What follows belongs to an exercise in optimizing a design on an open flow for small area, a short achievable clock period and few clock cycles; a production flow would make more cautious choices.
In this exercise RTL edits were held to simulation tests only and were not proved equivalent to the original.

// pxe_core
module pxe_core (
    input  wire        clk,
    input  wire        rst,
    input  wire        cmd_valid,
    output wire        cmd_ready,
    input  wire [4:0]  cmd_op,
    input  wire [31:0] cmd_key,
    input  wire [15:0] cmd_height,
    input  wire [15:0] cmd_width,
    input  wire        in_valid,
    output wire        in_ready,
    input  wire [23:0] in_data,
    output wire        out_valid,
    input  wire        out_ready,
    output wire [23:0] out_data,
    output wire        mem_ren_a,
    output wire [9:0]  mem_raddr_a,
    input  wire [31:0] mem_rdata_a,
    output wire        mem_ren_b,
    output wire [9:0]  mem_raddr_b,
    input  wire [31:0] mem_rdata_b,
    output wire        mem_we,
    output wire [9:0]  mem_waddr,
    output wire [31:0] mem_wdata
);
    localparam [1:0] S_IDLE   = 2'd0,
                     S_RESEED = 2'd1,    
                     S_DRAW   = 2'd2,
                     S_MATH   = 2'd3;
    localparam [1:0] P_J1  = 2'd0,    
                     P_J2  = 2'd1,    
                     P_SMP = 2'd2;    
    reg [1:0]  state;
    reg        shuf;        
    reg        dec;
    reg [31:0] x;           
    reg [9:0]  cnt;         
    reg [9:0]  ra;          
    reg        msb;         
    reg        blk1;        
    reg        regen;       
    reg        d_valid;     
    reg        w_valid;     
    reg [7:0]  w8;          
    reg [15:0] wid, col, row;    
    reg [1:0]  phase;
    reg [1:0]  cp0, cp1, cp2;    
    reg [1:0]  bsel;        
    reg [23:0] out_reg;
    reg        out_v;
    wire [31:0] x_mix = x ^ {30'd0, x[31:30]};
    wire [31:0] x_inv = ~x_mix;
    wire cs_s1 = 1'b1 ^ cnt[0] ^ x_mix[0];
    wire cs_c2 = (1'b1 & cnt[0]) | (1'b1 & x_mix[0]) | (cnt[0] & x_mix[0]);
  ...
clock: 9.0 ns
lec_check: 0
abc_area: 1
cap_margin: 20
core_margin: 2
core_utilization: 40
cts_buf_list: sky130_fd_sc_hd__clkbuf_4 sky130_fd_sc_hd__clkbuf_8
setup_slack_margin: 4.0
slew_margin: 20
standard.sh (not shown) runs the stock make flow with config.mk's settings and CLKGATE_MAP_FILE= SYNTH_SCRIPT=/design/flow/synth_recipe.tcl, a recipe that flattens the netlist after the stock synthesis.
==> flow/flow/run.sh <==
#!/bin/bash
# The standard layout, with the port buffers made of the smallest buffer
# cell instead of the delay buffer that buffer_ports picks by default.
set -e
export BUFFER_PORTS_ARGS="-buffer_cell sky130_fd_sc_hd__buf_1"
bash standard.sh > standard.log 2>&1
The starting point completed with no timing, DRC or antenna violations.
Testbench counts at the start, summed over its fixed seeds: cycles 57,653.
Edit:
--- a/flow/config.mk
+++ b/flow/config.mk
@@ -9,6 +9,5 @@
 export CAP_MARGIN = 20
 export CORE_MARGIN = 2
-export CORE_UTILIZATION = 40
-export CTS_BUF_LIST = sky130_fd_sc_hd__clkbuf_4 sky130_fd_sc_hd__clkbuf_8
+export CORE_UTILIZATION = 50
 export SETUP_SLACK_MARGIN = 4.0
 export SLEW_MARGIN = 20
Result: The changed run produced a clean layout. Cell count goes down by 4.0%. Synthesized cell count is unchanged. Setup slack got worse by 9.0 ps. Critical path depth goes up by 10.
Edit:
--- a/flow/config.mk
+++ b/flow/config.mk
@@ -9,5 +9,6 @@
 export CAP_MARGIN = 20
 export CORE_MARGIN = 2
-export CORE_UTILIZATION = 50
+export CORE_UTILIZATION = 40
+export GPL_TIMING_DRIVEN = 0
 export SETUP_SLACK_MARGIN = 4.0
 export SLEW_MARGIN = 20
Outcome: The changed run finished with timing, DRC and antenna clean; die area grows by 24%; hold slack improves by 7.6 ps; global-route usage is lower by 4.2 points; critical path depth grows by 1.
Edit:
--- a/flow/config.mk
+++ b/flow/config.mk
@@ -8,7 +8,8 @@
 export ABC_AREA = 1
 export CAP_MARGIN = 20
+export CELL_PAD_IN_SITES_DETAIL_PLACEMENT = 0
+export CELL_PAD_IN_SITES_GLOBAL_PLACEMENT = 0
 export CORE_MARGIN = 2
 export CORE_UTILIZATION = 40
-export GPL_TIMING_DRIVEN = 0
 export SETUP_SLACK_MARGIN = 4.0
 export SLEW_MARGIN = 20
Wire length fell by 6.1%.
Setup slack gains 120 ps.
Count of clock-buffer cells in the layout went down by 3.
Flip-flop and latch count is unchanged.
Utilization fell by 0.37 points.
Non-clock buffer count went down by 44.
Via count went down by 3.7%.
Area after synthesis is unchanged.
Edit:
--- a/flow/config.mk
+++ b/flow/config.mk
@@ -8,8 +8,7 @@
 export ABC_AREA = 1
 export CAP_MARGIN = 20
-export CELL_PAD_IN_SITES_DETAIL_PLACEMENT = 0
-export CELL_PAD_IN_SITES_GLOBAL_PLACEMENT = 0
 export CORE_MARGIN = 2
 export CORE_UTILIZATION = 40
+export PLACE_DENSITY = 0.75
 export SETUP_SLACK_MARGIN = 4.0
 export SLEW_MARGIN = 20
Outcome: Setup slack degrades by 42 ps; design area fell by 1.1%; core utilization falls by 0.53 points; synthesized cell count is unchanged.
Edit:
--- a/flow/config.mk
+++ b/flow/config.mk
@@ -6,9 +6,7 @@
 export NUM_CORES = 4
 export LEC_CHECK = 0
-export ABC_AREA = 1
 export CAP_MARGIN = 20
 export CORE_MARGIN = 2
 export CORE_UTILIZATION = 40
-export PLACE_DENSITY = 0.75
 export SETUP_SLACK_MARGIN = 4.0
 export SLEW_MARGIN = 20
Cell area stays flat.
Worst setup slack loses 110 ps.
Cell count goes down by roughly a tenth.

========
Another version of the RTL of pxe_core (not shown whole).
Size: about 140 flip-flops, about 17000 um^2 of cells after synthesis.
## pxe_core
module pxe_core (
    input  wire        clk,
    input  wire        rst,
    input  wire        cmd_valid,
    output wire        cmd_ready,
    input  wire [4:0]  cmd_op,
    input  wire [31:0] cmd_key,
    input  wire [15:0] cmd_height,
    input  wire [15:0] cmd_width,
    input  wire        in_valid,
    output wire        in_ready,
    input  wire [23:0] in_data,
    output wire        out_valid,
    input  wire        out_ready,
    output wire [23:0] out_data,
    output wire        mem_ren_a,
    output wire [9:0]  mem_raddr_a,
    input  wire [31:0] mem_rdata_a,
    output wire        mem_ren_b,
    output wire [9:0]  mem_raddr_b,
    input  wire [31:0] mem_rdata_b,
    output wire        mem_we,
    output wire [9:0]  mem_waddr,
    output wire [31:0] mem_wdata
);
    localparam [1:0] S_IDLE   = 2'd0,
                     S_RESEED = 2'd1,
                     S_DRAW   = 2'd2,
                     S_MATH   = 2'd3;
    localparam [1:0] P_J1  = 2'd0,    
                     P_J2  = 2'd1,    
                     P_SMP = 2'd2;    
    reg [1:0]  state;
    reg        shuf;        
    reg        dec;
    reg [31:0] x;           
    reg [9:0]  cnt;         
    reg [9:0]  ra;          
    reg        msb;         
    reg        d_valid;     
    reg        w_valid;     
    reg [15:0] wm1, col, row;
    reg [1:0]  phase;
    reg [1:0]  j1;
    reg [1:0]  cp0, cp1, cp2;
    reg [1:0]  bsel;        
    reg [23:0] out_reg;
    reg        out_v;
    wire [31:0] x_mix = x ^ {30'd0, x[31:30]};
    wire [31:0] x_inv = ~x_mix;
    wire cs_s1 = 1'b1 ^ cnt[0] ^ x_mix[0];
    wire cs_c2 = (1'b1 & cnt[0]) | (1'b1 & x_mix[0]) | (cnt[0] & x_mix[0]);
    wire cs_s3 = cnt[1] ^ x_mix[1];
    wire cs_c4 = cnt[1] & x_mix[1];
    wire cs_s5 = cnt[2] ^ x_mix[2] ^ x_mix[0];
    wire cs_c6 = (cnt[2] & x_mix[2]) | (cnt[2] & x_mix[0]) | (x_mix[2] & x_mix[0]);
    wire cs_s7 = cnt[3] ^ x_mix[3] ^ x_mix[1];
    wire cs_c8 = (cnt[3] & x_mix[3]) | (cnt[3] & x_mix[1]) | (x_mix[3] & x_mix[1]);
    wire cs_s9 = cnt[4] ^ x_mix[4] ^ x_mix[2];
  ...
==> flow/config.mk <==
export PLATFORM = sky130hd
export DESIGN_NAME = pxe_core
export DESIGN_NICKNAME = pxe_core
export VERILOG_FILES = /design/flow/design.v
export SDC_FILE = /design/flow/constraint.sdc
export NUM_CORES = 4
export LEC_CHECK = 0
export CAP_MARGIN = 20
export CORE_MARGIN = 2
export CORE_UTILIZATION = 40
export SETUP_SLACK_MARGIN = 5.0
export SLEW_MARGIN = 20
==> flow/constraint.sdc <==
create_clock -name core_clock -period 9.0 [get_ports {clk}]
set_input_delay 1.8000 -clock core_clock [delete_from_list [all_inputs] [get_ports {clk}]]
set_output_delay 1.8000 -clock core_clock [all_outputs]
set_load 0.01 [all_outputs]
run.sh (not shown) runs the stock make flow with config.mk's settings and CLKGATE_MAP_FILE= SYNTH_SCRIPT=/design/flow/synth_recipe.tcl, a recipe that flattens the netlist after the stock synthesis.
Stock flow here: none of the scripts above is used.
The starting point completed without violations.
Testbench counts at the start, summed over its fixed seeds: cycles 72,153.
Edit:
- SETUP_SLACK_MARGIN: 5.0 -> 4.0
Outcome: Routed wire length is lower by 4.0%; sequential share of layout area went up by 0.89 points; die area does not change; cell area falls by 4.6%; synthesized area does not change; register-to-register slack loses 0.04 ns; setup slack is worse by 0.045 ns; global-route usage falls by 0.92 points; utilization decreases by 2.5 points.
Edit:
- SETUP_SLACK_MARGIN: 4.0 -> 3.5
What happened: The changed run went through all stages and came out clean; global-route usage came out lower by 0.59 points; die area is unchanged; sequential share of layout area increases by 0.83 points; synthesized area stays the same; hold slack improves by 0.012 ns; clock skew is higher by 0.0048 ns; routed wire length went down by 3.1%.
Edit:
- SETUP_SLACK_MARGIN: 3.5 -> 4.5
Outcome: Clock-buffer cell count increases by 2; design area came out higher by about 9%; clock skew is about the same; global-route usage rose by 1.1 points; first-iteration DRC count goes down by about 15%; synthesized cell count stays the same; die area does not change; routed wire length rose by about 6%; synthesized area does not change; hold slack is about the same; setup slack improves by 0.50 ns.

## separate check: timing with driven ports
The results above use ideal ports. As a check the final layouts listed here were re-extracted and re-timed, cells and wires unchanged. Step 1 (the two cells are an assumption about what drives the block):
set clk [get_ports {clk}]
set_driving_cell -lib_cell sky130_fd_sc_hd__clkbuf_16 $clk
set_driving_cell -lib_cell sky130_fd_sc_hd__buf_2 [delete_from_list [all_inputs] $clk]
Step 2 adds t to the input delays and takes it off the output delays; t is the mean of the earliest and latest rising clock arrival at the registers after step 1. Input paths then give back, and output paths get back, about the clock's delay inside the block. a / b / c = ideal / step 1 / step 2; a / b = the first two.
run	t, ns	setup slack, ns	cell pins on the clock port's net
the first run of note 1	0.626	4.075 / 4.046 / 3.705	1
the second run of note 1	0.511	4.066 / 4.040 / 3.793	1
the third run of note 1	0.557	3.961 / 3.961 / 3.776	1
the fourth run of note 1	0.540	4.081 / 4.052 / 3.643	1
the fifth run of note 1	0.519	4.038 / 4.010 / 3.827	1
the sixth run of note 1	0.531	3.926 / 3.926 / 3.668	1
the first run of note 2	0.514	3.987 / 3.977 / 3.987	1
the second run of note 2	0.508	3.942 / 3.942 / 3.702	1
the third run of note 2	0.518	3.548 / 3.492 / 3.426	1
the fourth run of note 2	0.498	4.044 / 3.995 / 4.016	1
After both steps every run listed still meets setup and hold. For the fourth run of note 1, which loses most, drivers alone change the setup slack by -0.029 ns; drivers and shift together by -0.438 ns.
